Background: an optimization exercise with open tools, aiming at small area, a short achievable clock period and few clock cycles. Do not read the settings as production practice. RTL that was checked went through simulation tests only; none was proved equivalent to the original. The RTL of runs 4 to 6 was laid out without a check of its function. No activity file was given, so power comes from the tool's default toggle rates.

### design/flow/design.v
module gf_decomp_mul (
    input  wire        clk,
    input  wire        rst,
    input  wire        cmd_valid,
    output wire        cmd_ready,
    input  wire [7:0]  cmd_op,
    input  wire [1:0]  cmd_ksel,
    input  wire [63:0] cmd_a,
    input  wire [63:0] cmd_b,
    output wire        rsp_valid,
    input  wire        rsp_ready,
    output wire [3:0]  rsp_cc,
    output wire [63:0] rsp_result
);
    localparam OP_CFG   = 8'h04;
    localparam OP_NBM   = 8'h30;
    localparam OP_BLDRT = 8'h31;
    localparam OP_RTRD  = 8'h32;
    localparam OP_MSL8  = 8'h33;
    localparam OP_MODRB = 8'h34;
    localparam OP_MULD  = 8'h35;
    localparam CC_OK      = 3'd0;
    localparam CC_ILLEGAL = 3'd1;
    localparam CC_NOCFG   = 3'd2;
    localparam CC_WIDTH   = 3'd3;
    localparam CC_OPERAND = 3'd4;
    localparam CC_TABLE   = 3'd5;
    reg        cfg_valid;
    reg        k16;           
    reg [15:0] poly;
    reg        rt_valid;
    localparam MK = 4;                  
    localparam [2:0] MSTEPS = 16 / MK;
    reg [15:0] mu;                      
    reg [2:0]  mcnt;                    
    reg [15:0] mu_o;                    
    reg        pend;                    
    reg        pend_bldrt;              
    reg [2:0]  cc_q;
    reg [31:0] x_q;
    reg [7:0]  p_q;
    wire rsp_v = pend && !(pend_bldrt && mcnt != 3'd0);
    assign rsp_valid = rsp_v;
    assign rsp_cc    = {1'b0, cc_q};
    assign cmd_ready = !pend || (rsp_v && rsp_ready);
    wire fire = cmd_valid && cmd_ready;
    wire is_cfg   = (cmd_op == OP_CFG);
    wire is_nbm   = (cmd_op == OP_NBM);
    wire is_bldrt = (cmd_op == OP_BLDRT);
    wire is_rtrd  = (cmd_op == OP_RTRD);
    wire is_msl8  = (cmd_op == OP_MSL8);
    wire is_modrb = (cmd_op == OP_MODRB);
    wire is_muld  = (cmd_op == OP_MULD);
    wire is_field = is_bldrt | is_rtrd | is_msl8 | is_modrb | is_muld;
    wire a_hi32 = |cmd_a[63:32];
    wire a_hi16 = a_hi32 | (|cmd_a[31:16]);
    wire a_hi8  = a_hi16 | (|cmd_a[15:8]);
    wire a_hi4  = a_hi8  | (|cmd_a[7:4]);
    wire b_hi16 = |cmd_b[63:16];
    wire b_hi4  = b_hi16 | (|cmd_b[15:4]);
    reg cfg_bad;
    always @(*) begin
        case (cmd_ksel)
            2'd0: cfg_bad = a_hi4;
            2'd1: cfg_bad = a_hi8;
            2'd2: cfg_bad = a_hi16;
            default: cfg_bad = a_hi32;
        endcase
    end
    wire field_bad = (is_rtrd & a_hi8) | (is_msl8 & a_hi16) |
                     (is_modrb & a_hi32) | (is_muld & (a_hi16 | b_hi16));
    reg [2:0] cc;
    always @(*) begin
        if (is_cfg)
            cc = cfg_bad ? CC_OPERAND : CC_OK;
        else if (is_nbm)
            cc = (a_hi8 | b_hi4) ? CC_OPERAND : CC_OK;
        else if (is_field) begin
            if (!cfg_valid)
                cc = CC_NOCFG;
            else if (!k16)
                cc = CC_WIDTH;
            else if (field_bad)
                cc = CC_OPERAND;
            else if (!is_bldrt && !rt_valid)
                cc = CC_TABLE;
            else
                cc = CC_OK;
        end else
            cc = CC_ILLEGAL;
    end
    wire ok = (cc == CC_OK);
    wire [15:0] A = cmd_a[15:0];
    wire [15:0] B = cmd_b[15:0];
    reg [30:0] prod;
    integer i;
    always @(*) begin
        prod = 31'd0;
        for (i = 0; i < 16; i = i + 1)
            if (B[i]) prod = prod ^ ({15'd0, A} << i);
    end
    wire sel_mul   = is_muld | is_nbm;
    wire sel_modrb = is_modrb;
    wire sel_msl8  = is_msl8;
    wire sel_rtrd  = is_rtrd;
    wire [31:0] X = ({32{sel_mul}}   & {1'b0, prod})
                  | ({32{sel_modrb}} & cmd_a[31:0])
                  | ({32{sel_msl8}}  & {8'd0, cmd_a[15:0], 8'd0})
                  | ({32{sel_rtrd}}  & {cmd_a[15:0], 16'd0});
    function [15:0] mulx;
        input [15:0] v;
        input [15:0] p;
        begin
            mulx = {v[14:0], 1'b0} ^ (p & {16{v[15]}});
        end
    endfunction
    function [15:0] mu_step;
        input [15:0] w;
        input [15:0] p;
        integer i;
        reg nb;
        begin
            nb = 1'b0;
            for (i = 0; i < 16; i = i + 1)
                nb = nb ^ (p[i] & w[15-i]);
            mu_step = {w[14:0], nb};
        end
    endfunction
    reg [15:0] mstep [0:MK];
    integer j, m;
    always @(*) begin
        mstep[0] = mu;
        for (j = 0; j < MK; j = j + 1)
            mstep[j+1] = mu_step(mstep[j], poly);
    end
    wire [15:0] Xh = X[31:16];
    reg  [7:0]  q_hi;
    reg  [7:0]  p_lo;
    always @(*) begin
        for (j = 8; j < 16; j = j + 1) begin
            q_hi[j-8] = Xh[j];
            for (m = j + 1; m < 16; m = m + 1)
                q_hi[j-8] = q_hi[j-8] ^ (Xh[m] & mu[j+16-m]);
        end
        for (j = 0; j < 8; j = j + 1) begin
            p_lo[j] = 1'b0;
            for (m = 8; m < 16; m = m + 1)
                p_lo[j] = p_lo[j] ^ (Xh[m] & mu[j+16-m]);
        end
    end
    wire [31:0] x_d = {q_hi, X[23:0]};
    wire [15:0] xl = x_q[15:0];
    wire [7:0]  hl = x_q[23:16];
    wire [7:0]  qh = x_q[31:24];
    wire [7:0]  pl = p_q;
    reg  [7:0]  ql;
    always @(*) begin
        for (j = 0; j < 8; j = j + 1) begin
            ql[j] = hl[j] ^ pl[j];
            for (m = j + 1; m < 8; m = m + 1)
                ql[j] = ql[j] ^ (hl[m] & mu_o[j+16-m]);
        end
    end
    wire [15:0] q = {qh, ql};
    reg  [30:0] qp;
    always @(*) begin
        qp = 31'd0;
        for (j = 0; j < 16; j = j + 1)
            if (poly[j]) qp = qp ^ ({15'd0, q} << j);
    end
    wire [15:0] red = xl ^ qp[15:0];
    assign rsp_result = {48'd0, red};
    always @(posedge clk) begin
        mu_o <= mu;
        if (fire && ok && is_cfg)
            mu <= 16'h0001;
        else if (mcnt != 3'd0)
            mu <= mstep[MK];
    end
    always @(posedge clk) begin
        if (rst) begin
            pend       <= 1'b0;
            pend_bldrt <= 1'b0;
            mcnt       <= 3'd0;
            cfg_valid  <= 1'b0;
            k16        <= 1'b0;
            poly       <= 16'd0;
            rt_valid   <= 1'b0;
        end else begin
            if (mcnt != 3'd0)
                mcnt <= mcnt - 3'd1;
            if (rsp_v && rsp_ready)
                pend <= 1'b0;
            if (fire) begin
                pend       <= 1'b1;
                pend_bldrt <= is_bldrt;
                if (ok && is_cfg) begin
                    cfg_valid <= 1'b1;
                    k16       <= (cmd_ksel == 2'd2);
                    poly      <= cmd_a[15:0];
                    rt_valid  <= 1'b0;
                    mcnt      <= MSTEPS;
                end
                if (ok && is_bldrt)
                    rt_valid <= 1'b1;
            end
        end
    end
    always @(posedge clk) begin
        if (cmd_ready) begin
            cc_q <= cc;
            x_q  <= x_d & {32{ok}};
            p_q  <= p_lo & {8{ok}};
        end
    end
endmodule
### design/flow/flow/run.sh
#!/bin/bash
# The standard layout (the standard.sh: ORFS synthesis through finish),
# with one change: the port buffers that global placement inserts on every
# input and output are sky130_fd_sc_hd__buf_1 instead of the cell buffer_ports
# picks by default (clkdlybuf4s50_1, a delay cell); timing repair resizes
# them as needed.
set -euo pipefail
cd "$(dirname "$0")/.."
export BUFFER_PORTS_ARGS="-buffer_cell sky130_fd_sc_hd__buf_1"
bash standard.sh > standard_make.log 2>&1
### design/flow/standard.sh
#!/bin/bash
# synth_recipe.tcl (not shown) runs the flow's synth.tcl, then flattens the netlist and writes it again
# the make line also repeats each setting of config.mk as NAME=value (left out here)
make -C /OpenROAD-flow-scripts/flow DESIGN_CONFIG=/design/flow/config.mk WORK_HOME=/design/flow/orfs CLKGATE_MAP_FILE= SYNTH_SCRIPT=/design/flow/synth_recipe.tcl "${@:-finish}"
### design/flow/config.mk
export PLATFORM = sky130hd
export DESIGN_NAME = gf_decomp_mul
export DESIGN_NICKNAME = gf_decomp_mul
export VERILOG_FILES = /design/flow/design.v
export SDC_FILE = /design/flow/constraint.sdc
export NUM_CORES = 4
export LEC_CHECK = 0
export CAP_MARGIN = 20
export CORE_MARGIN = 2
export CORE_UTILIZATION = 35
export PLACE_DENSITY = 0.55
export SETUP_SLACK_MARGIN = 4.0
export SLEW_MARGIN = 20
export SYNTH_MEMORY_MAX_BITS = 65536
### design/flow/constraint.sdc
create_clock -name core_clock -period 8.0 [get_ports {clk}]
set_input_delay 1.6000 -clock core_clock [delete_from_list [all_inputs] [get_ports {clk}]]
set_output_delay 1.6000 -clock core_clock [all_outputs]
set_load 0.01 [all_outputs]
==> reports/metrics.cfg, run 1 <==
[run_status]
status=timing/DRC/antenna clean

[sta]
fin_crit_sh_pct=51.5
worst_slack_ps=3880
max_freq_ghz=0.242
tns_ps=0
drv_slew=0
hold_viol=0
setup_viol=0
grt_setup_unrepaired=yes
period_minus_slack_ps=4120
fin_skew_ps=14.5
tightest_slew_ps=991
relSlewSlack_pct=33.9

[clock_network]
cts-root-buf=clkbuf_16
clkLatencyLatePin_ps=350
clock_sinks=90
numCtsBuffers=9
cts_htree_levels=3
path_clk_slew_ps=70
clockBufferDepth=2
cts_tree=built

[setup_path]
reg2reg_setup_slack_ps=5020
arrival_ps=2520
end_kind=output port
critical_path_buf_inv_count=3
crit_family=XOR/XNOR gates
worst_setup_path_start_kind=flop
worstSetupPathType=flop to output port
slowest_delay_ps=470
cp_max_fo=6
cpMaxStageDelayCell=edfxtp_1
path_cells=buf_4, nand2_4, xnor2_2, xnor2_2, xnor2_4, clkbuf_16, nand2_1, xor2_1, xnor2_1, xnor2_1, buf_2
worstPathRequired_ps=6400

[synthesis]
yosysSeqAreaShare_pct=18.7
syn_inst=1716
netlist_area_um2=11900
ys_warn_count=2
synth-main-ff-cell=dfxtp_1
synth-async-reset-ratio_pct=0
ys_types=61
avgSynthCellArea_um2=6.96
synth_edf_count=43
synth_seq_cells=90

[die]
die_w_um=189
die_h_um=189
io_pins=212
die-area_um2=35600
row_count=67
start_util_pct=35.6
fp.coreArea_um2=33500

[global_routing]
grt_max_degree=45
antenna_found_initial=0
grt_pass1_vias=10500
grt_pass1_wl_um=59500
grt_usage_pct=21.0
overflow=0

[placed_design]
pre_cts_ws_ps=2940
port_buffers=162
dpl.hpwl_um=26500
globalplace.congestion=0.881
dpl.cell_count=2212

[pwr]
p_per_area_nw_per_um2=143
vdd_drop_max_mv=0.111
p_total_mw=1.97
power.leakage_nw=4.77

[cells_and_area]
fin_cells=2279
drive_gt1_share_pct=10.2
postLayoutCoreUtil_pct=41.2
antennaDiodeCount=0
fillers=3570
area_growth_pct=15.7
fin_nets=1970

[route]
ant_nets=0
wirelength_um=38900
wl_per_cell_um=17.1
avgViaCountPerCell=4.94
drtIter0Drc=898
route.vias.total=11200
dr.pass1.iters=5
drc=0

[job]
maxCapViolCount=0

[hold_path]
hp-class=flop to flop

area by class of cell:
cell class,count,area [µm²],area share [%]
Multi-Input combinational cell,1479,9290,67.2
Sequential cell,90,2240,16.2
Inverter,5,18.8,0.136
Clock inverter,5,41.3,0.299
Clock buffer,11,275,1.99
Timing Repair Buffer,241,1400,10.1
Tap cell,448,561,4.06
routing by layer:
layer / wire length, µm / part of all wire (%) / GRT usage [%] / vias up
li1: - / - / - / 5474
met1: 17000 / 44 / 28.2 / 5285
met4: 1200 / 3.1 / 7.69 / 0
met2: 18700 / 48 / 35.3 / 438
met3: 2060 / 5.3 / 1.51 / 50
met5: 0 / 0 / 0 / -
flip-flops by register name, summed over array words and instances (netlist names):
signal      cells
x_q            32
mu             16
poly           16
p_q             8
mu_o            7
cc_q            3
mcnt            3
cfg_valid       1
k16             1
pend            1
pend_bldrt      1
rt_valid        1
power by group:
| part | switching, mW | total (mW) | internal [mW] |
|---|---|---|---|
| registers | 0.175 | 0.727 | 0.553 |
| clock network | 0.189 | 0.441 | 0.253 |
| logic | 0.439 | 0.806 | 0.367 |
worst paths after layout:
path / cells after the start / from / end
setup / recovery: 11 / x_q[22]$_DFFE_PN_ / rsp_result[12]
hold / removal: 2 / pend_bldrt$_SDFFE_PP0P_ / pend_bldrt$_SDFFE_PP0P_
setup reg to reg: 10 / mu[8]$_SDFFE_PP0N_ / mu[0]$_SDFFE_PP1N_
hold reg to reg: 2 / pend_bldrt$_SDFFE_PP0P_ / pend_bldrt$_SDFFE_PP0P_
Yosys cell counts, types with 3 or more instances:
cell,number,area [µm²]
dfxtp_1,47,941
a31oi_1,3,18.8
xor2_1,108,946
buf_1,8,30.0
xnor2_1,414,3630
inv_1,5,18.8
edfxtp_1,43,1290
buf_6,4,45.0
nor2b_1,5,31.3
nand2b_1,5,31.3
clkbuf_1,100,375
o21ai_0,5,25.0
nand4_1,3,18.8
nand3_1,3,15.0
mux2i_1,3,30.0
xnor3_1,8,180
a211oi_1,4,30.0
a221oi_1,10,87.6
buf_2,28,140
a222oi_1,5,50.1
nor4_1,33,206
a21oi_1,47,235
nor2_1,64,240
and2_1,3,18.8
nor3_1,3,15.0
a22oi_1,11,82.6
and3_1,3,18.8
buf_4,50,375
nand2_1,653,2450
tightest hold or removal path, cell delays in order (launching register included):
cell	delay (ps)
dfxtp_1	320
nand2b_1	60
a21oi_1	60
what timing repair did:
item                                    4_1_cts  5_1_grt
pin swaps                                    18       32
hold buffers                                  0        0
setup buffers                                24       22
endpoints found under the setup margin       78       70
gates resized for setup                      59       46
gates cloned                                  0        5
cells by family (layout without fill, tap and decap cells):
logic type | after synthesis | after routing | synth area share, %
AOI/OAI and AO/OA | 103 | 104 | 5.82
xor gates and xnor gates | 532 | 532 | 40.1
adders and majority gates | 2 | 2 | 0.210
buffers and inverters | 197 | 262 | 8.33
DFF | 90 | 90 | 18.7
muxes | 4 | 4 | 0.346
other | 1 | 49 | 0.0314
and+or+nand+nor | 787 | 788 | 26.5
cells in the final DEF, fill, tap and decap left out, drive strengths merged, types with 10 or more instances in the layout:
master	count
buf	228
dfxtp	47
xor2	108
a21oi	47
clkbuf	20
a221oi	10
edfxtp	43
xnor2	416
nor2	65
conb	49
nor4	33
a22oi	11
nand2	653
stage by stage:
step,hold slack [ps],area [µm²]
after floorplan,326,12100
after global placement,462,12600
after detailed placement,465,12600
after CTS,479,13400
after global routing,516,13800
final,477,13800
Testbench counts, summed over its fixed seeds: cycles 2,480.
==> run 2: changes to the inputs <==
--- a/design/flow/config.mk
+++ b/design/flow/config.mk
@@ -7,8 +7,8 @@
 export LEC_CHECK = 0
 export CAP_MARGIN = 20
 export CORE_MARGIN = 2
-export CORE_UTILIZATION = 35
-export PLACE_DENSITY = 0.55
-export SETUP_SLACK_MARGIN = 4.0
+export CORE_UTILIZATION = 75
+export PLACE_DENSITY = 0.85
+export SETUP_SLACK_MARGIN = 3.8
 export SLEW_MARGIN = 20
 export SYNTH_MEMORY_MAX_BITS = 65536
==> reports/metrics.cfg, run 2 <==
[run_status]
status=timing/DRC/antenna clean

[setup_path]
worst_setup_path_start_kind=flop
cpMaxStageDelayCell=xnor2_2
end_kind=output port
arrival_ps=3690  ; +1170 ps
path_cells=buf_4, nand2_1, xnor2_2, xnor2_1, xnor2_1, buf_4, nand2_2, xnor2_2, xnor2_2, xnor2_1, buf_2
r2r_cells=10  ; unchanged
worstPathRequired_ps=6400  ; about the same
worst-path-stages=11  ; unchanged
crit_family=XOR/XNOR gates
critical_path_buf_inv_count=3  ; unchanged
worstSetupPathType=flop to output port
cp_max_fo=8  ; +2
slowest_delay_ps=460  ; about the same

[clock_network]
clockBufferDepth=2  ; unchanged
path_clk_slew_ps=70  ; about the same
numCtsBuffers=9  ; unchanged
cts-root-buf=clkbuf_16
cts_tree=built
cts_htree_levels=3  ; unchanged
holdBufCountCts=0  ; unchanged
clkLatencyLatePin_ps=350  ; about the same
clock_sinks=90  ; unchanged

[pwr]
p_per_area_nw_per_um2=148  ; +3.8%
p_total_mw=1.97  ; about the same
vdd_drop_max_mv=0.153  ; +38%
power.leakage_nw=4.70  ; -1.5%

[synthesis]
netlist_area_um2=11900  ; unchanged
synthSimpleGateAreaFrac_pct=26.5  ; unchanged
yosysMostFrequentCell=nand2_1
synth_area_leader_cell=xnor2_1
avgSynthCellArea_um2=6.96  ; unchanged
synth_top_area_share_pct=30.4  ; unchanged
synth_edf_count=43  ; unchanged
synth_seq_cells=90  ; unchanged
synth_commonest_cells=nand2_1, xnor2_1, xor2_1, clkbuf_1, nor2_1
synth_fa_ha_area_share_pct=0.210  ; unchanged
synth-async-reset-ratio_pct=0  ; unchanged
yosysSeqAreaShare_pct=18.7  ; unchanged
ys_types=61  ; unchanged
synthXorXnorAreaFrac_pct=40.1  ; unchanged
muxShareOfSynthArea_pct=0.346  ; unchanged
synth_top_family_by_area=XOR/XNOR gates
syn_inst=1716  ; unchanged
netlist_top_cells_area=xnor2_1, nand2_1, edfxtp_1
synth-main-ff-cell=dfxtp_1
synth_compound_area_share_pct=5.82  ; unchanged
ys_warn_count=2  ; unchanged

[route]
wl_per_cell_um=20.3  ; +19%
dr.pass1.iters=9  ; +4
wirelength_um=41100  ; +5.6%
drtIter0Drc=1927  ; +110%
ant_nets=0  ; unchanged
drc=0  ; unchanged
route.vias.total=12600  ; +12%
avgViaCountPerCell=6.24  ; +26%

[cells_and_area]
drive_gt1_share_pct=9.68  ; -0.53 points
largest_register=x_q
fin_nets=1946  ; -1.2%
reg_top3=x_q (32), mu (16), poly (16)
largest_register_ffs=32  ; unchanged
final_cell_mix=nand2_1, xnor2_1, buf_1, xor2_1, nor2_1
final_common_cell=nand2_1
area_growth_pct=11.4
fillers=943  ; -74%

[sta]
hold_viol=0  ; unchanged
setup_viol=0  ; unchanged
max_freq_ghz=0.189  ; -22%
grt_setup_unrepaired=yes
tns_ps=0  ; unchanged
drv_slew=0  ; unchanged
fin_crit_sh_pct=66.1  ; +15 points
period_minus_slack_ps=5290  ; +1160 ps
fin_skew_ps=13.5  ; -0.907 ps
tightest_slew_ps=1120  ; +129 ps
relSlewSlack_pct=25.3  ; -8.6 points

[die]
row_count=46  ; -31%
die_h_um=130  ; -31%
die-area_um2=16900  ; -52%
io_pins=212  ; unchanged
start_util_pct=76.0  ; +40 points
die_w_um=130  ; -31%
fp.coreArea_um2=15700  ; -53%

[global_routing]
grt_pass1_wl_um=55200  ; -7.1%
grt_usage_pct=41.1  ; +20 points
antenna_found_initial=1  ; +1
grt_max_degree=45  ; unchanged
overflow=0  ; unchanged
grt_pass1_vias=11000  ; +5.5%

[placed_design]
globalplace.congestion=0.934  ; +6.0%
port_buffers=162  ; unchanged
dpl.hpwl_um=23700  ; -11%

[hold_path]
hp-class=flop to flop
min_path_cells=2  ; unchanged

[job]
maxCapViolCount=0  ; unchanged

==> run 2: cell counts after synthesis <==
Identical to the previous run, type by type.
==> run 2: path summary, 6_finish.rpt <==
kind                                           from            endpoint  slack (ps)
worst max-delay path              x_q[23]$_DFFE_PN_      rsp_result[14]        2710
worst min-delay path               k16$_SDFFE_PP0P_    k16$_SDFFE_PP0P_         470
worst max register to register  mu[11]$_SDFFE_PP0N_  mu[0]$_SDFFE_PP1N_        4520
worst min register to register     k16$_SDFFE_PP0P_    k16$_SDFFE_PP0P_         470
==> run 2: layer usage <==
| metal | GRT usage (%) | routed length (µm) | share of wire [%] |
|---|---|---|---|
| met5 | 0 | 0 | 0 |
| met4 | 26.6 | 3240 | 7.9 |
| met3 | 6.36 | 5840 | 14 |
| met2 | 67.8 | 18800 | 46 |
| met1 | 50.2 | 13200 | 32 |
==> run 2: power by group <==
group,switching [mW],total (mW),internal [mW]
sequential,0.184,0.735,0.551
combinational,0.469,0.817,0.348
clock,0.201,0.421,0.220
==> run 2: worst reg2reg max path, delay by kind of cell, from the launching register on <==
kind | cells | cell delay [ps]
mux | 1 | 340
compound gates | 2 | 310
xor+xnor | 5 | 1780
simple gates | 2 | 200
flops | 1 | 780
==> run 2: per-stage QoR <==
step | utilization, % | hold slack, ps | instances | instance area [µm²] | setup WS (ps)
global placement | 77.7 | 454 | 1975 | 12200 | 2890
global route | 84.7 | 512 | 2024 | 13300 | 2200
CTS | 81.1 | 468 | 2006 | 12700 | 3810
floorplan | - | 326 | 1764 | 12100 | 3970
finish | 84.7 | 468 | 2024 | 13300 | 2710
detailed placement | 77.7 | 461 | 1975 | 12200 | 2770
==> run 2: cells by family (layout without fill, tap and decap cells) <==
kind of cell,Yosys count,after routing
simple gates,787,788
xor+xnor,532,532
buf+inv,197,239
compound gates,103,103
flops,90,90
mux,4,4
fa+ha+maj,2,2
other cells,1,50
==> run 2: area by class of cell <==
type / count / area, µm² / area share, %
clock buffer: 9 / 225 / 1.69
tap: 216 / 270 / 2.03
timing repair buffer: 218 / 1110 / 8.38
sequential: 90 / 2250 / 16.9
antenna: 1 / 2.50 / 0.0188
multi-input combinational: 1478 / 9360 / 70.3
inverter: 5 / 18.8 / 0.141
clock inverter: 7 / 66.3 / 0.498
==> run 2: repair_timing <==
action / 4_1_cts / 5_1_grt
cloned: 1 / 2
gates resized for setup: 18 / 120
pin swaps: 9 / 52
endpoints found under the setup margin: 61 / 64
endpoints found under the hold margin: 0 / 0
buffers inserted: 14 / 15
==> run 3: changes to the inputs <==
--- a/design/flow/config.mk
+++ b/design/flow/config.mk
@@ -7,8 +7,8 @@
 export LEC_CHECK = 0
 export CAP_MARGIN = 20
 export CORE_MARGIN = 2
-export CORE_UTILIZATION = 75
-export PLACE_DENSITY = 0.85
-export SETUP_SLACK_MARGIN = 3.8
+export CORE_UTILIZATION = 60
+export PLACE_DENSITY = 0.75
+export SETUP_SLACK_MARGIN = 3.6
 export SLEW_MARGIN = 20
 export SYNTH_MEMORY_MAX_BITS = 65536
==> reports/metrics.cfg, run 3 <==
[run_status]
status=timing/DRC/antenna clean

[die]
die_h_um=145  ; +11%
io_pins=212  ; unchanged
start_util_pct=61.1  ; -15 points
row_count=51  ; +11%
fp.coreArea_um2=19500  ; +24%
die_w_um=145  ; +11%
die-area_um2=21000  ; +24%

[synthesis]
synth-async-reset-ratio_pct=0  ; unchanged
syn_inst=1716  ; unchanged
netlist_top_cells_area=xnor2_1, nand2_1, edfxtp_1
synth_seq_cells=90  ; unchanged
netlist_area_um2=11900  ; unchanged
synthSimpleGateAreaFrac_pct=26.5  ; unchanged
synth_top_family_by_area=XOR/XNOR gates
yosysMostFrequentCell=nand2_1
synth-main-ff-cell=dfxtp_1
synth_area_leader_cell=xnor2_1
synthXorXnorAreaFrac_pct=40.1  ; unchanged
synth_fa_ha_area_share_pct=0.210  ; unchanged
ys_warn_count=2  ; unchanged
yosysSeqAreaShare_pct=18.7  ; unchanged
ys_types=61  ; unchanged
avgSynthCellArea_um2=6.96  ; unchanged
synth_compound_area_share_pct=5.82  ; unchanged
synth_commonest_cells=nand2_1, xnor2_1, xor2_1, clkbuf_1, nor2_1
muxShareOfSynthArea_pct=0.346  ; unchanged
synth_edf_count=43  ; unchanged
synth_top_area_share_pct=30.4  ; unchanged

[placed_design]
port_buffers=162  ; unchanged
globalplace.congestion=0.910  ; -2.6%
pre_cts_ws_ps=3150  ; +375 ps
dpl.hpwl_um=24100  ; +1.6%
dpl-instance-area_um2=12300  ; +0.74%
dpl.cell_count=2027  ; +2.6%

[clock_network]
clkLatencyLatePin_ps=350  ; about the same
cts_tree=built
path_clk_slew_ps=70  ; about the same
cts-root-buf=clkbuf_16
clockBufferDepth=2  ; unchanged
holdBufCountCts=0  ; unchanged
numCtsBuffers=9  ; unchanged
clock_sinks=90  ; unchanged
cts_htree_levels=3  ; unchanged

[sta]
drv_slew=0  ; unchanged
fin_crit_sh_pct=52.3  ; -14 points
setup_viol=0  ; unchanged
fin_skew_ps=9.37  ; -4.18 ps
holdWs_ps=479  ; +11.3 ps
worst_slack_ps=3810  ; +1100 ps
period_minus_slack_ps=4190  ; -1100 ps
max_freq_ghz=0.239  ; +26%
relSlewSlack_pct=23.5  ; -1.9 points
tns_ps=0  ; unchanged
tightest_slew_ps=1150  ; +27.8 ps
hold_viol=0  ; unchanged
grt_setup_unrepaired=no

[route]
drtIter0Drc=1059  ; -45%
dr.pass1.iters=5  ; -4
drc=0  ; unchanged
wirelength_um=34700  ; -16%
wl_per_cell_um=16.9  ; -17%
avgViaCountPerCell=5.50  ; -12%
route.vias.total=11300  ; -11%
ant_nets=0  ; unchanged

[cells_and_area]
fin_cells=2053  ; +1.4%
area_growth_pct=6.94
fin_nets=1924  ; -1.1%
drive_gt1_share_pct=4.48  ; -5.2 points
final_cell_mix=nand2_1, xnor2_1, buf_1, xor2_1, nor2_1
largest_register_ffs=32  ; unchanged
postLayoutCoreUtil_pct=65.4  ; -19 points
fin_area_um2=12800  ; -4.0%
reg_top3=x_q (32), mu (16), poly (16)
final_common_cell=nand2_1
largest_register=x_q

[setup_path]
end_kind=output port
cp_max_fo=13  ; +5
critical_path_buf_inv_count=1  ; -2
worstSetupPathType=flop to output port
cpMaxStageDelayCell=edfxtp_1
crit_start=x_q[19]$_DFFE_PN_
path_cells=xor2_1, xnor2_1, xnor2_1, xnor2_4, nand2_1, xor2_1, xnor2_1, xnor2_1, buf_1
slowest_delay_ps=450  ; about the same
worst_setup_path_start_kind=flop
worstPathRequired_ps=6400  ; about the same
path_common_cell=xnor2_1
crit_family=XOR/XNOR gates
r2r-start=mu[8]$_SDFFE_PP0N_
arrival_ps=2590  ; -1100 ps

[job]
maxCapViolCount=0  ; unchanged

[global_routing]
grt_pass1_vias=10500  ; -4.7%
overflow=0  ; unchanged
grt_usage_pct=32.2  ; -9.0 points
antenna_found_initial=3  ; +2
grt_pass1_wl_um=55200  ; about the same
grt_max_degree=45  ; unchanged

[hold_path]
hp-start=pend_bldrt$_SDFFE_PP0P_
hp-class=flop to flop

[pwr]
p_total_mw=1.85  ; -6.0%
vdd_drop_max_mv=0.113  ; -26%
power.leakage_nw=4.26  ; -9.4%
p_per_area_nw_per_um2=145  ; -2.0%

run 3: cell types whose count changed in the layout (fill, tap and decap cells not counted), sizes merged:
cell    previous run  this run
nor2              66        65
buf              211       197
diode              1         3
clkbuf            16         9
run 3: cells by family after synthesis:
kind of cell,Yosys count
simple gates,787
xor+xnor,532
buf+inv,197
compound gates,103
flops,90
mux,4
fa+ha+maj,2
other cells,1
run 3: path summary, 6_finish.rpt:
check,endpoint,slack [ps],cells past startpoint
max reg2reg,mu[0]$_SDFFE_PP1N_,4990,10
max,rsp_result[6],3810,9
min,pend_bldrt$_SDFFE_PP0P_,480,2
min reg2reg,pend_bldrt$_SDFFE_PP0P_,480,2
run 3: final cells by class:
cell class | count | area, µm²
clock buffer | 9 | 225
timing repair buffer | 197 | 885
tap | 265 | 332
clock inverter | 7 | 71.3
inverter | 5 | 18.8
fill | 1850 | 6760
antenna | 3 | 7.51
multi-input combinational | 1477 | 8990
sequential | 90 | 2240
run 3: power by group:
group / switching [mW] / internal [mW] / total (mW)
logic: 0.405 / 0.303 / 0.708
registers: 0.175 / 0.552 / 0.727
clock network: 0.199 / 0.221 / 0.420
run 3: worst register-to-register path: cells and delay by family, from the launching register on:
| family | cells | cell delay, ps |
|---|---|---|
| compound gates | 2 | 320 |
| simple gates | 2 | 210 |
| xor+xnor | 5 | 1280 |
| mux | 1 | 340 |
| flops | 1 | 770 |
run 3: what timing repair did:
action / in CTS / in global routing
gates resized for setup: 4 / 11
pin swaps: 1 / 4
endpoints found under the hold margin: 0 / 0
setup buffers: 2 / 5
setup endpoints to repair: 16 / 16
run 3: metal layers:
layer  global-route usage [%]  wire [µm]
met4                     15.6       1460
met3                     3.90       3190
met2                     54.8      16500
met1                     40.4      13500
met5                        0          0
==> run 4: changes to the inputs <==
--- a/design/flow/design.v
+++ b/design/flow/design.v
@@ -99,10 +99,11 @@
         for (i = 0; i < 16; i = i + 1)
             if (B[i]) prod = prod ^ ({15'd0, A} << i);
     end
-    wire sel_mul   = is_muld | is_nbm;
-    wire sel_modrb = is_modrb;
-    wire sel_msl8  = is_msl8;
-    wire sel_rtrd  = is_rtrd;
+    wire sel_mul   = !cmd_op[1] && (!cmd_op[2] || cmd_op[0]);
+    wire sel_modrb = cmd_op[2] && !cmd_op[0];
+    wire sel_msl8  = cmd_op[1] && cmd_op[0];
+    wire sel_rtrd  = cmd_op[1] && !cmd_op[0];
+    wire ok_res    = ok && (is_nbm | is_rtrd | is_msl8 | is_modrb | is_muld);
     wire [31:0] X = ({32{sel_mul}}   & {1'b0, prod})
                   | ({32{sel_modrb}} & cmd_a[31:0])
                   | ({32{sel_msl8}}  & {8'd0, cmd_a[15:0], 8'd0})
@@ -209,8 +210,8 @@
     always @(posedge clk) begin
         if (cmd_ready) begin
             cc_q <= cc;
-            x_q  <= x_d & {32{ok}};
-            p_q  <= p_lo & {8{ok}};
+            x_q  <= x_d & {32{ok_res}};
+            p_q  <= p_lo & {8{ok_res}};
         end
     end
 endmodule
--- a/design/flow/config.mk
+++ b/design/flow/config.mk
@@ -9,6 +9,6 @@
 export CORE_MARGIN = 2
 export CORE_UTILIZATION = 60
 export PLACE_DENSITY = 0.75
-export SETUP_SLACK_MARGIN = 3.6
+export SETUP_SLACK_MARGIN = 3.8
 export SLEW_MARGIN = 20
 export SYNTH_MEMORY_MAX_BITS = 65536
==> reports/metrics.cfg, run 4 <==
[synthesis]
avgSynthCellArea_um2=6.98  ; +0.36%
netlist_top_cells_area=xnor2_1, nand2_1, edfxtp_1
synth_commonest_cells=nand2_1, xnor2_1, xor2_1, clkbuf_1, buf_4
synth-async-reset-ratio_pct=0  ; unchanged
synth_edf_count=43  ; unchanged
synth_area_leader_cell=xnor2_1
synth-main-ff-cell=dfxtp_1
yosysSeqAreaShare_pct=18.5  ; -0.24 points
yosysMostFrequentCell=nand2_1
netlist_area_um2=12100  ; +1.3%
ys_warn_count=2  ; unchanged
ys_types=57  ; -6.6%
synth_seq_cells=90  ; unchanged
synth_top_area_share_pct=31.0  ; +0.62 points
syn_inst=1732  ; +0.93%

[route]
wl_met2_um=17000  ; +3.1%
wl_per_cell_um=17.8  ; +5.5%
ant_nets=0  ; unchanged
drtIter0Drc=1282  ; +21%
met1Wirelength_um=15200  ; +12%
highest_layer=met5
drc=0  ; unchanged
route.vias.total=11900  ; +5.4%
wirelength_um=37100  ; +7.1%
dr.pass1.iters=6  ; +1
dr_wl_met3_um=3940  ; +24%
avgViaCountPerCell=5.70  ; +3.8%

[clock_network]
clockBufferDepth=2  ; unchanged
cts_htree_levels=3  ; unchanged
cts_tree=built
cts-root-buf=clkbuf_16
clock_sinks=90  ; unchanged
path_clk_slew_ps=70  ; about the same
clkLatencyLatePin_ps=350  ; about the same
numCtsBuffers=9  ; unchanged

[hold_path]
hp-class=flop to flop

[pwr]
power.leakage_nw=4.60  ; +8.0%
vdd_drop_max_mv=0.147  ; +30%
p_total_mw=2.30  ; +24%
p_per_area_nw_per_um2=172  ; +18%

[die]
fp.coreArea_um2=19700  ; +0.65%
row_count=51  ; unchanged
io_pins=212  ; unchanged
start_util_pct=61.5  ; +0.39 points
die_w_um=146  ; +0.63%
die-area_um2=21300  ; +1.3%
die_h_um=146  ; +0.63%

[cells_and_area]
largest_register=x_q
largest_register_ffs=32  ; unchanged
drive_gt1_share_pct=8.41  ; +3.9 points
final_cell_mix=nand2_1, xnor2_1, buf_1, xor2_1, conb_1
fin_nets=1958  ; +1.8%
area_growth_pct=10.5
final_common_cell=nand2_1
antennaDiodeCount=0  ; -3
fin_area_um2=13400  ; +4.6%
reg_top3=x_q (32), mu (16), poly (16)

[global_routing]
grt_max_degree=44  ; -2.2%
grt_usage_pct=32.9  ; +0.77 points
antenna_found_initial=1  ; -2
overflow=0  ; unchanged
grt_pass1_vias=10700  ; +1.8%
grt_pass1_wl_um=57100  ; +3.4%

[sta]
drv_slew=0  ; unchanged
holdWs_ps=503  ; +23.8 ps
worst_slack_ps=3750  ; -66.1 ps
fin_crit_sh_pct=53.2  ; +0.83 points
period_minus_slack_ps=4250  ; +66.0 ps
fin_skew_ps=11.1  ; +1.77 ps
max_freq_ghz=0.235  ; -1.6%
relSlewSlack_pct=19.5  ; -3.9 points
tns_ps=0  ; unchanged
setup_viol=0  ; unchanged
hold_viol=0  ; unchanged
grt_setup_unrepaired=yes
tightest_slew_ps=1210  ; +58.6 ps

[setup_path]
worstPathRequired_ps=6400  ; about the same
end_kind=output port
cpMaxStageDelayCell=edfxtp_1
arrival_ps=2650  ; +60 ps
worstSetupPathType=flop to output port
path_common_cell=xnor2_2
slowest_delay_ps=470  ; +20 ps
worst_setup_path_start_kind=flop
cp_max_fo=6  ; -7
path_cells=buf_6, nand2_1, xnor2_2, xnor2_2, xnor2_2, buf_6, nand2_1, xnor2_2, xnor2_1, xnor2_1, buf_2

[placed_design]
dpl.hpwl_um=24100  ; +0.25%
dpl-instance-area_um2=12500  ; +1.2%
globalplace.congestion=0.951  ; +4.6%
port_buffers=162  ; unchanged
pre_cts_ws_ps=3330  ; +177 ps

[job]
maxCapViolCount=0  ; unchanged

[run_status]
status=timing/DRC/antenna clean

==> run 4: cell count changes in the layout (fill, tap and decap cells not counted), sizes merged, moves of 5 or more <==
cell and delta:
nor3 +44, nor2 -34, buf +15, xnor2 +14
nand2 -13, a22oi +10, clkbuf +10, xor2 -10
a222oi -5, o21ai +5
==> run 4: path summary, 6_finish.rpt <==
check,from,to,slack (ps),cells after the start
setup reg to reg,mu[10]$_SDFFE_PP0N_,mu[0]$_SDFFE_PP1N_,4960,10
hold reg to reg,k16$_SDFFE_PP0P_,k16$_SDFFE_PP0P_,500,2
setup / recovery,x_q[21]$_DFFE_PN_,rsp_result[10],3750,11
hold / removal,k16$_SDFFE_PP0P_,k16$_SDFFE_PP0P_,500,2
==> run 4: timing repair <==
item                                    4_1_cts  5_1_grt
gates resized for setup                      12       70
hold buffers                                  0        0
setup buffers                                12       10
pin swaps                                     6       35
endpoints found under the setup margin       71       85
cloned                                        0        2
==> run 4: stage by stage <==
stage,utilization [%],cells
3_5_place_dp,63.4,2043
2_1_floorplan,-,1780
6_report,68.0,2084
3_3_place_gp,63.3,2042
4_1_cts,65.9,2071
5_1_grt,68.0,2084
==> run 4: worst max-delay path, delay by kind of cell (launching register included) <==
kind	cells	cell delay, ps
xor+xnor	6	1190
simple gates	2	180
flops	1	470
buf+inv	3	470
==> run 4: logic make-up (layout without fill, tap and decap cells) <==
family,after synthesis,after routing,synth area share [%]
buffers and inverters,204,243,8.73
DFF,90,90,18.5
other,1,49,0.0310
AOI/OAI and AO/OA,110,110,6.03
xor gates and xnor gates,535,535,39.7
adders and majority gates,2,2,0.207
muxes,5,5,0.455
and+or+nand+nor,785,785,26.4
==> run 4: area by class of cell <==
class                      instances  area [µm²]
timing repair buffer             222        1140
clock buffer                       9         225
fill                            1671        6290
inverter                           5        18.8
multi-input combinational       1486        9300
sequential                        90        2240
clock inverter                     7         101
tap                              265         332
==> run 4: routing by layer <==
| metal | vias to the layer above | global-route usage (%) |
|---|---|---|
| met5 | - | 0 |
| met4 | 2 | 10.5 |
| met1 | 5548 | 45.4 |
| met2 | 738 | 51.9 |
| met3 | 94 | 6.71 |
| li1 | 5506 | - |
==> run 4: power by group <==
part / switching (mW) / internal, mW / leakage, nW / total [mW]
registers: 0.172 / 0.549 / 0.884 / 0.721
logic: 0.609 / 0.497 / 3.56 / 1.11
clock network: 0.194 / 0.277 / 0.160 / 0.471
==> run 5: changes to the inputs <==
--- a/design/flow/design.v
+++ b/design/flow/design.v
@@ -33,7 +33,6 @@
     localparam [2:0] MSTEPS = 16 / MK;
     reg [15:0] mu;                      
     reg [2:0]  mcnt;                    
-    reg [15:0] mu_o;                    
     reg        pend;                    
     reg        pend_bldrt;              
     reg [2:0]  cc_q;
@@ -159,7 +158,7 @@
         for (j = 0; j < 8; j = j + 1) begin
             ql[j] = hl[j] ^ pl[j];
             for (m = j + 1; m < 8; m = m + 1)
-                ql[j] = ql[j] ^ (hl[m] & mu_o[j+16-m]);
+                ql[j] = ql[j] ^ (hl[m] & mu[j+16-m]);
         end
     end
     wire [15:0] q = {qh, ql};
@@ -172,7 +171,6 @@
     wire [15:0] red = xl ^ qp[15:0];
     assign rsp_result = {48'd0, red};
     always @(posedge clk) begin
-        mu_o <= mu;
         if (fire && ok && is_cfg)
             mu <= 16'h0001;
         else if (mcnt != 3'd0)
--- a/design/flow/config.mk
+++ b/design/flow/config.mk
@@ -9,6 +9,6 @@
 export CORE_MARGIN = 2
 export CORE_UTILIZATION = 60
 export PLACE_DENSITY = 0.75
-export SETUP_SLACK_MARGIN = 3.8
+export SETUP_SLACK_MARGIN = 3.6
 export SLEW_MARGIN = 20
 export SYNTH_MEMORY_MAX_BITS = 65536
==> reports/metrics.cfg, run 5 <==
[run_status]
status=timing/DRC/antenna clean

[synthesis]
avgSynthCellArea_um2=7.20  ; +3.1%
netlist_area_um2=12300  ; +1.8%
synth_top_area_share_pct=29.9  ; -1.1 points
synth_top_family_by_area=XOR/XNOR gates
netlist_top_cells_area=xnor2_1, nand2_1, edfxtp_1
syn_inst=1710  ; -1.3%
synth_seq_cells=83  ; -7.8%
muxShareOfSynthArea_pct=1.59  ; +1.1 points
synth-main-ff-cell=edfxtp_1
synth_area_leader_cell=xnor2_1
ys_warn_count=2  ; unchanged
synth_commonest_cells=nand2_1, xnor2_1, xor2_1, clkbuf_1, buf_4
synthXorXnorAreaFrac_pct=39.6  ; -0.088 points
synth-async-reset-ratio_pct=0  ; unchanged
yosysMostFrequentCell=nand2_1
synth_fa_ha_area_share_pct=0.203  ; -0.0036 points
synth_edf_count=43  ; unchanged
synthSimpleGateAreaFrac_pct=27.0  ; +0.60 points
ys_types=64  ; +12%
synth_compound_area_share_pct=5.60  ; -0.43 points
yosysSeqAreaShare_pct=17.0  ; -1.5 points

[global_routing]
gr-usage-met3_pct=3.35  ; -3.4 points
met1_usage_pct=40.9  ; -4.5 points
grt_pass1_wl_um=56400  ; -1.2%
antenna_found_initial=0  ; -1
overflow=0  ; unchanged
top_usage_layer=met2
grt_pass1_vias=10800  ; +0.68%
grt_max_degree=47  ; +6.8%
grt_usage_pct=32.2  ; -0.79 points
use_met2_pct=55.2  ; +3.3 points

[sta]
setup_viol=0  ; unchanged
grt_setup_unrepaired=yes
fin_crit_sh_pct=53.3  ; +0.11 points
hold_viol=0  ; unchanged
drv_slew=0  ; unchanged
period_minus_slack_ps=4260  ; +8.81 ps
relSlewSlack_pct=22.7  ; +3.2 points
fin_skew_ps=6.77  ; -4.37 ps
max_freq_ghz=0.235  ; -0.21%
tns_ps=0  ; unchanged
tightest_slew_ps=1160  ; -47.8 ps

[clock_network]
path_clk_slew_ps=60  ; about the same
cts-root-buf=clkbuf_16
clkLatencyLatePin_ps=340  ; about the same
clock_sinks=83  ; -7.8%
holdBufCountCts=0  ; unchanged
cts_tree=built
cts_htree_levels=3  ; unchanged
numCtsBuffers=9  ; unchanged
clockBufferDepth=2  ; unchanged

[setup_path]
worstPathRequired_ps=6400  ; about the same
arrival_ps=2660  ; about the same
worst_setup_path_start_kind=flop
worstSetupPathType=flop to output port
end_kind=output port
cp_max_fo=17  ; +11

[cells_and_area]
fin_nets=1925  ; -1.7%
reg_top3=x_q (32), mu (16), poly (16)
final_common_cell=nand2_1
final_cell_mix=nand2_1, xnor2_1, buf_1, xor2_1, conb_1
area_growth_pct=7.29
antennaDiodeCount=0  ; unchanged
drive_gt1_share_pct=8.45  ; +0.043 points
fin_area_um2=13200  ; -1.1%
largest_register=x_q
largest_register_ffs=32  ; unchanged

[route]
ant_nets=0  ; unchanged
drtIter0Drc=1130  ; -12%
dr.pass1.iters=5  ; -1
drc=0  ; unchanged
wl_per_cell_um=17.4  ; -2.5%
route.vias.total=11700  ; -2.0%
wirelength_um=35700  ; -3.8%
avgViaCountPerCell=5.67  ; -0.63%

[placed_design]
dpl.hpwl_um=24600  ; +2.2%
port_buffers=162  ; unchanged
dpl-instance-area_um2=12600  ; +1.4%
globalplace.congestion=0.977  ; +2.7%

[pwr]
p_per_area_nw_per_um2=163  ; -5.2%
power.leakage_nw=4.42  ; -4.0%
vdd_drop_max_mv=0.141  ; -3.9%

[die]
row_count=52  ; +2.0%
die-area_um2=21700  ; +1.7%
die_w_um=147  ; +0.87%
die_h_um=147  ; +0.87%
start_util_pct=61.0  ; -0.50 points
io_pins=212  ; unchanged
fp.coreArea_um2=20200  ; +2.6%

[hold_path]
hp-class=flop to flop

[job]
maxCapViolCount=0  ; unchanged

==> run 5: power by group <==
group / internal (mW) / switching [mW]
logic: 0.485 / 0.596
clock network: 0.230 / 0.168
registers: 0.506 / 0.169
==> run 5: path summary, 6_finish.rpt <==
kind                           startpoint                 endpoint  slack, ps  cells past startpoint
setup / recovery     poly[4]$_SDFFE_PP0P_           rsp_result[14]       3740                      9
hold / removal    pend_bldrt$_SDFFE_PP0P_  pend_bldrt$_SDFFE_PP0P_        460                      2
setup reg to reg     poly[1]$_SDFFE_PP0P_       mu[0]$_SDFFE_PP1N_       4870                     10
hold reg to reg   pend_bldrt$_SDFFE_PP0P_  pend_bldrt$_SDFFE_PP0P_        460                      2
==> run 5: through the flow <==
stage / hold slack, ps / setup slack, ps / utilization [%] / cells / total power [mW]
2_1_floorplan: 431 / 3720 / - / 1758 / 1.49
3_3_place_gp: 446 / 3200 / 62.6 / 2024 / 1.68
3_5_place_dp: 452 / 3160 / 62.6 / 2024 / 1.70
4_1_cts: 461 / 3630 / 64.5 / 2041 / 2.11
5_1_grt: 483 / 3530 / 65.5 / 2056 / 2.27
6_report: 461 / 3740 / 65.5 / 2056 / 2.15
==> run 5: critical path, cell delays in order (launching register included) <==
cell and delay, ps:
dfxtp_1 790, nand2_1 190, xor2_1 270, xnor2_1 160
xnor2_1 150, xnor2_1 150, xnor2_1 160, xnor2_1 150
xnor2_1 130, buf_1 160
==> run 5: cell type report <==
cell class / count / area [µm²]
Inverter: 5 / 18.8
Timing Repair Buffer: 212 / 1020
Clock inverter: 5 / 35.0
Clock buffer: 11 / 254
Multi-Input combinational cell: 1470 / 9440
Fill cell: 1789 / 6960
Tap cell: 270 / 338
Sequential cell: 83 / 2110
==> run 5: routing by layer <==
metal | up-vias | share of wire (%)
met2 | 701 | 48
met5 | - | 0
met1 | 5398 | 39
met4 | 0 | 4.5
li1 | 5427 | -
met3 | 128 | 9.2
==> run 5: repair_timing <==
action / in CTS / in global routing
cloned: 1 / 0
buffers inserted: 0 / 15
pin swaps: 1 / 6
endpoints found under the setup margin: 19 / 26
resized for setup: 15 / 11
==> run 5: cells by family (layout without fill, tap and decap cells) <==
| kind of cell | count (synthesis) | in the layout |
|---|---|---|
| other | 1 | 49 |
| DFF | 83 | 83 |
| and+or+nand+nor | 768 | 768 |
| muxes | 19 | 19 |
| AOI/OAI and AO/OA | 96 | 97 |
| xor gates and xnor gates | 535 | 535 |
| adders and majority gates | 2 | 2 |
| buffers and inverters | 206 | 233 |
==> run 6: changes to the inputs <==
--- a/design/flow/design.v
+++ b/design/flow/design.v
@@ -33,11 +33,12 @@
     localparam [2:0] MSTEPS = 16 / MK;
     reg [15:0] mu;                      
     reg [2:0]  mcnt;                    
+    reg [15:0] mu_o;                    
     reg        pend;                    
     reg        pend_bldrt;              
     reg [2:0]  cc_q;
     reg [31:0] x_q;
-    reg [7:0]  p_q;
+    reg [6:0]  p_q;
     wire rsp_v = pend && !(pend_bldrt && mcnt != 3'd0);
     assign rsp_valid = rsp_v;
     assign rsp_cc    = {1'b0, cc_q};
@@ -133,32 +134,33 @@
         for (j = 0; j < MK; j = j + 1)
             mstep[j+1] = mu_step(mstep[j], poly);
     end
+    localparam QS = 7;
     wire [15:0] Xh = X[31:16];
-    reg  [7:0]  q_hi;
-    reg  [7:0]  p_lo;
-    always @(*) begin
-        for (j = 8; j < 16; j = j + 1) begin
-            q_hi[j-8] = Xh[j];
+    reg  [15-QS:0] q_hi;
+    reg  [QS-1:0]  p_lo;
+    always @(*) begin
+        for (j = QS; j < 16; j = j + 1) begin
+            q_hi[j-QS] = Xh[j];
             for (m = j + 1; m < 16; m = m + 1)
-                q_hi[j-8] = q_hi[j-8] ^ (Xh[m] & mu[j+16-m]);
-        end
-        for (j = 0; j < 8; j = j + 1) begin
+                q_hi[j-QS] = q_hi[j-QS] ^ (Xh[m] & mu[j+16-m]);
+        end
+        for (j = 0; j < QS; j = j + 1) begin
             p_lo[j] = 1'b0;
-            for (m = 8; m < 16; m = m + 1)
+            for (m = QS; m < 16; m = m + 1)
                 p_lo[j] = p_lo[j] ^ (Xh[m] & mu[j+16-m]);
         end
     end
-    wire [31:0] x_d = {q_hi, X[23:0]};
-    wire [15:0] xl = x_q[15:0];
-    wire [7:0]  hl = x_q[23:16];
-    wire [7:0]  qh = x_q[31:24];
-    wire [7:0]  pl = p_q;
-    reg  [7:0]  ql;
-    always @(*) begin
-        for (j = 0; j < 8; j = j + 1) begin
+    wire [31:0] x_d = {q_hi, X[16+QS-1:0]};
+    wire [15:0]    xl = x_q[15:0];
+    wire [QS-1:0]  hl = x_q[16+QS-1:16];
+    wire [15-QS:0] qh = x_q[31:16+QS];
+    wire [QS-1:0]  pl = p_q;
+    reg  [QS-1:0]  ql;
+    always @(*) begin
+        for (j = 0; j < QS; j = j + 1) begin
             ql[j] = hl[j] ^ pl[j];
-            for (m = j + 1; m < 8; m = m + 1)
-                ql[j] = ql[j] ^ (hl[m] & mu[j+16-m]);
+            for (m = j + 1; m < QS; m = m + 1)
+                ql[j] = ql[j] ^ (hl[m] & mu_o[j+16-m]);
         end
     end
     wire [15:0] q = {qh, ql};
@@ -171,6 +173,7 @@
     wire [15:0] red = xl ^ qp[15:0];
     assign rsp_result = {48'd0, red};
     always @(posedge clk) begin
+        mu_o <= mu;
         if (fire && ok && is_cfg)
             mu <= 16'h0001;
         else if (mcnt != 3'd0)
==> reports/metrics.cfg, run 6 <==
[route]
route.vias.total=11500  ; -0.90%
drtIter0Drc=972  ; -14%
wl_per_cell_um=17.2  ; -0.78%
dr_wl_met3_um=3490  ; +5.7%
met1Wirelength_um=13800  ; +0.28%
drc=0  ; unchanged
avgViaCountPerCell=5.63  ; -0.61%
highest_layer=met4
dr.pass1.iters=6  ; +1
wl_met2_um=16700  ; -1.8%
ant_nets=0  ; unchanged
wirelength_um=35300  ; -1.1%

[synthesis]
synth-async-reset-ratio_pct=0  ; unchanged
synth_seq_cells=88  ; +6.0%
yosysMostFrequentCell=nand2_1
netlist_area_um2=12000  ; -2.7%
ys_types=56  ; -13%
avgSynthCellArea_um2=6.99  ; -2.8%
synth-main-ff-cell=dfxtp_1
syn_inst=1712  ; +0.12%
synth_edf_count=42  ; -2.3%
synth_area_leader_cell=xnor2_1
ys_warn_count=2  ; unchanged
netlist_top_cells_area=xnor2_1, nand2_1, edfxtp_1
synth_top_area_share_pct=29.8  ; -0.11 points
synth_commonest_cells=nand2_1, xnor2_1, clkbuf_1, xor2_1, nor2_1
yosysSeqAreaShare_pct=18.2  ; +1.2 points

[clock_network]
clkLatencyLatePin_ps=340  ; about the same
path_clk_slew_ps=70  ; about the same
holdBufCountCts=0  ; unchanged
clock_sinks=88  ; +6.0%
cts_tree=built
cts_htree_levels=3  ; unchanged
numCtsBuffers=9  ; unchanged
cts-root-buf=clkbuf_16
clockBufferDepth=2  ; unchanged

[cells_and_area]
largest_register_ffs=32  ; unchanged
final_common_cell=nand2_1
largest_register=x_q
fin_nets=1922  ; -0.16%
fin_area_um2=12900  ; -2.5%
reg_top3=x_q (32), mu (16), poly (16)
area_growth_pct=7.52
fillers=1752  ; -2.1%
final_cell_mix=nand2_1, xnor2_1, buf_1, xor2_1, nor2_1
drive_gt1_share_pct=4.60  ; -3.9 points

[sta]
tightest_slew_ps=1110  ; -44.8 ps
max_freq_ghz=0.235  ; +0.11%
setup_viol=0  ; unchanged
period_minus_slack_ps=4260  ; -4.49 ps
drv_slew=0  ; unchanged
fin_crit_sh_pct=53.2  ; -0.056 points
hold_viol=0  ; unchanged
worst_slack_ps=3740  ; +4.49 ps
tns_ps=0  ; unchanged
fin_skew_ps=13.3  ; +6.57 ps
grt_setup_unrepaired=no
relSlewSlack_pct=25.7  ; +3.0 points

[die]
row_count=51  ; -1.9%
io_pins=212  ; unchanged
fp.coreArea_um2=19500  ; -3.2%
die_w_um=145  ; -1.3%
die_h_um=145  ; -1.3%
start_util_pct=61.3  ; +0.29 points
die-area_um2=21100  ; -2.7%

[run_status]
status=timing/DRC/antenna clean

[setup_path]
cpMaxStageDelayCell=clkdlybuf4s15_1
arrival_ps=4420  ; +1760 ps
slowest_delay_ps=660  ; -130 ps
worstSetupPathType=input port to flop
worst_setup_path_start_kind=input port
worstPathRequired_ps=8170  ; +1770 ps
cp_max_fo=17  ; unchanged
crit_family=XOR/XNOR gates
path_cells=clkdlybuf4s15_1, nand2_1, xnor3_1, xnor2_1, o22ai_1, clkbuf_4, nand2_1, xnor2_1, xnor3_1, nor4_1
critical_path_buf_inv_count=2  ; +1
end_kind=flop

[placed_design]
dpl-instance-area_um2=12400  ; -1.6%
dpl.hpwl_um=24800  ; +0.49%
pre_cts_ws_ps=2720  ; -439 ps
port_buffers=162  ; unchanged
globalplace.congestion=0.912  ; -6.6%

[job]
maxCapViolCount=0  ; unchanged

[global_routing]
grt_usage_pct=32.7  ; +0.54 points
grt_pass1_vias=10700  ; -0.64%
overflow=0  ; unchanged
antenna_found_initial=2  ; +2
grt_max_degree=45  ; -4.3%
grt_pass1_wl_um=56400  ; about the same

[hold_path]
hp-class=flop to flop

[pwr]
p_per_area_nw_per_um2=160  ; -1.9%
power.leakage_nw=4.36  ; -1.4%
vdd_drop_max_mv=0.136  ; -3.8%

-- run 6: changes by cell type after synthesis, sizes merged, moves of 17 or more --
| cell | previous run | this run |
|---|---|---|
| buf | 115 | 78 |
| nor4 | 34 | 51 |
| nor2 | 41 | 61 |
| nor3 | 43 | 9 |
| clkbuf | 86 | 116 |
| xnor2 | 431 | 407 |
-- run 6: cell type report --
| type | instances | area, µm² | area share [%] |
|---|---|---|---|
| inverters | 8 | 30.0 | 0.233 |
| diodes | 2 | 5.00 | 0.0389 |
| repair buffers | 201 | 928 | 7.21 |
| clock inverters | 6 | 45.0 | 0.350 |
| flip-flops and latches | 88 | 2190 | 17.0 |
| multi-input cells | 1470 | 9120 | 70.8 |
| clock buffers | 10 | 229 | 1.78 |
| well taps | 265 | 332 | 2.58 |
-- run 6: logic make-up after synthesis --
kind of cell,after synthesis,share of synthesized area (%)
AND/OR/NAND/NOR,774,26.2
flip-flops,88,18.2
buffers and inverters,202,8.09
AO/OA/AOI/OAI,103,5.70
other,1,0.0313
multiplexers,17,1.43
XOR/XNOR,525,40.1
adder cells (fa/ha/maj),2,0.209
-- run 6: path summary, 6_finish.rpt --
check | startpoint | to | slack, ps | cells after the start
worst max-delay path | cmd_b[14] | p_q[6]$_DFFE_PN_ | 3740 | 10
worst min-delay path | rt_valid$_SDFFE_PP0P_ | rt_valid$_SDFFE_PP0P_ | 470 | 2
worst max register to register | mu[11]$_SDFFE_PP0N_ | mu[0]$_SDFFE_PP1N_ | 4760 | 9
worst min register to register | rt_valid$_SDFFE_PP0P_ | rt_valid$_SDFFE_PP0P_ | 470 | 2
-- run 6: stage by stage --
stage	utilization [%]	hold slack, ps	cells	total power [mW]
2_1_floorplan	-	350	1760	1.42
6_report	65.9	467	2050	2.06
5_1_grt	65.9	487	2050	2.17
3_5_place_dp	63.7	461	2028	1.65
4_1_cts	65.4	471	2044	2.04
3_3_place_gp	63.7	442	2028	1.62
-- run 6: metal layers --
layer	GRT usage (%)	up-vias
met1	42.2	5331
met2	54.9	681
met4	13.3	0
li1	-	5432
met5	0	-
met3	4.72	105
-- run 6: tightest hold or removal path, delay by kind of cell, from the launching register on --
| kind | cells | cell delay, ps |
|---|---|---|
| AND/OR/NAND/NOR | 1 | 60 |
| flip-flops | 1 | 320 |
| AO/OA/AOI/OAI | 1 | 50 |
-- run 6: power breakdown --
part	total (mW)	switching [mW]	internal, mW	leakage (nW)
Sequential	0.670	0.142	0.528	0.861
Clock	0.392	0.181	0.212	0.125
Combinational	0.998	0.526	0.473	3.37
-- run 6: what timing repair did --
action	in CTS	in global routing
hold endpoints to repair	0	0
buffers inserted	0	3
resized for setup	9	15
pin swaps	0	1
endpoints found under the setup margin	32	35

[what the ideal ports hide]
Ports are ideal in the flow. The routed layouts listed here were re-timed in OpenROAD.
Step 1 (the two cells are an assumption about what drives the block):
set clk [get_ports {clk}]
set_driving_cell -lib_cell sky130_fd_sc_hd__clkbuf_16 $clk
set_driving_cell -lib_cell sky130_fd_sc_hd__buf_2 [delete_from_list [all_inputs] $clk]
Step 2 also shifts input and output timing later by t, the mid clock arrival at the registers, as if the neighbouring blocks saw the same clock.
Three values: no drivers, after step 1, after step 2; two values: the first two.
run	t (ns)	setup slack, ns	worst hold slack (ns)
run 1	0.385	3.876 / 3.829 / 3.754	0.477 / 0.477 / 0.477
run 2	0.388	2.714 / 2.674 / 3.062	0.468 / 0.468 / 0.468
run 3	0.389	3.813 / 3.770 / 3.470	0.479 / 0.479 / 0.479
run 4	0.387	3.747 / 3.707 / 3.575	0.503 / 0.503 / 0.503
run 5	0.380	3.738 / 3.694 / 3.456	0.461 / 0.461 / 0.461
run 6	0.373	3.742 / 3.753 / 3.381	0.467 / 0.467 / 0.467
After both steps every run listed still meets setup and hold. The setup slack of run 6, which loses most, moves by +0.011 ns with the drivers and by -0.361 ns with both steps.
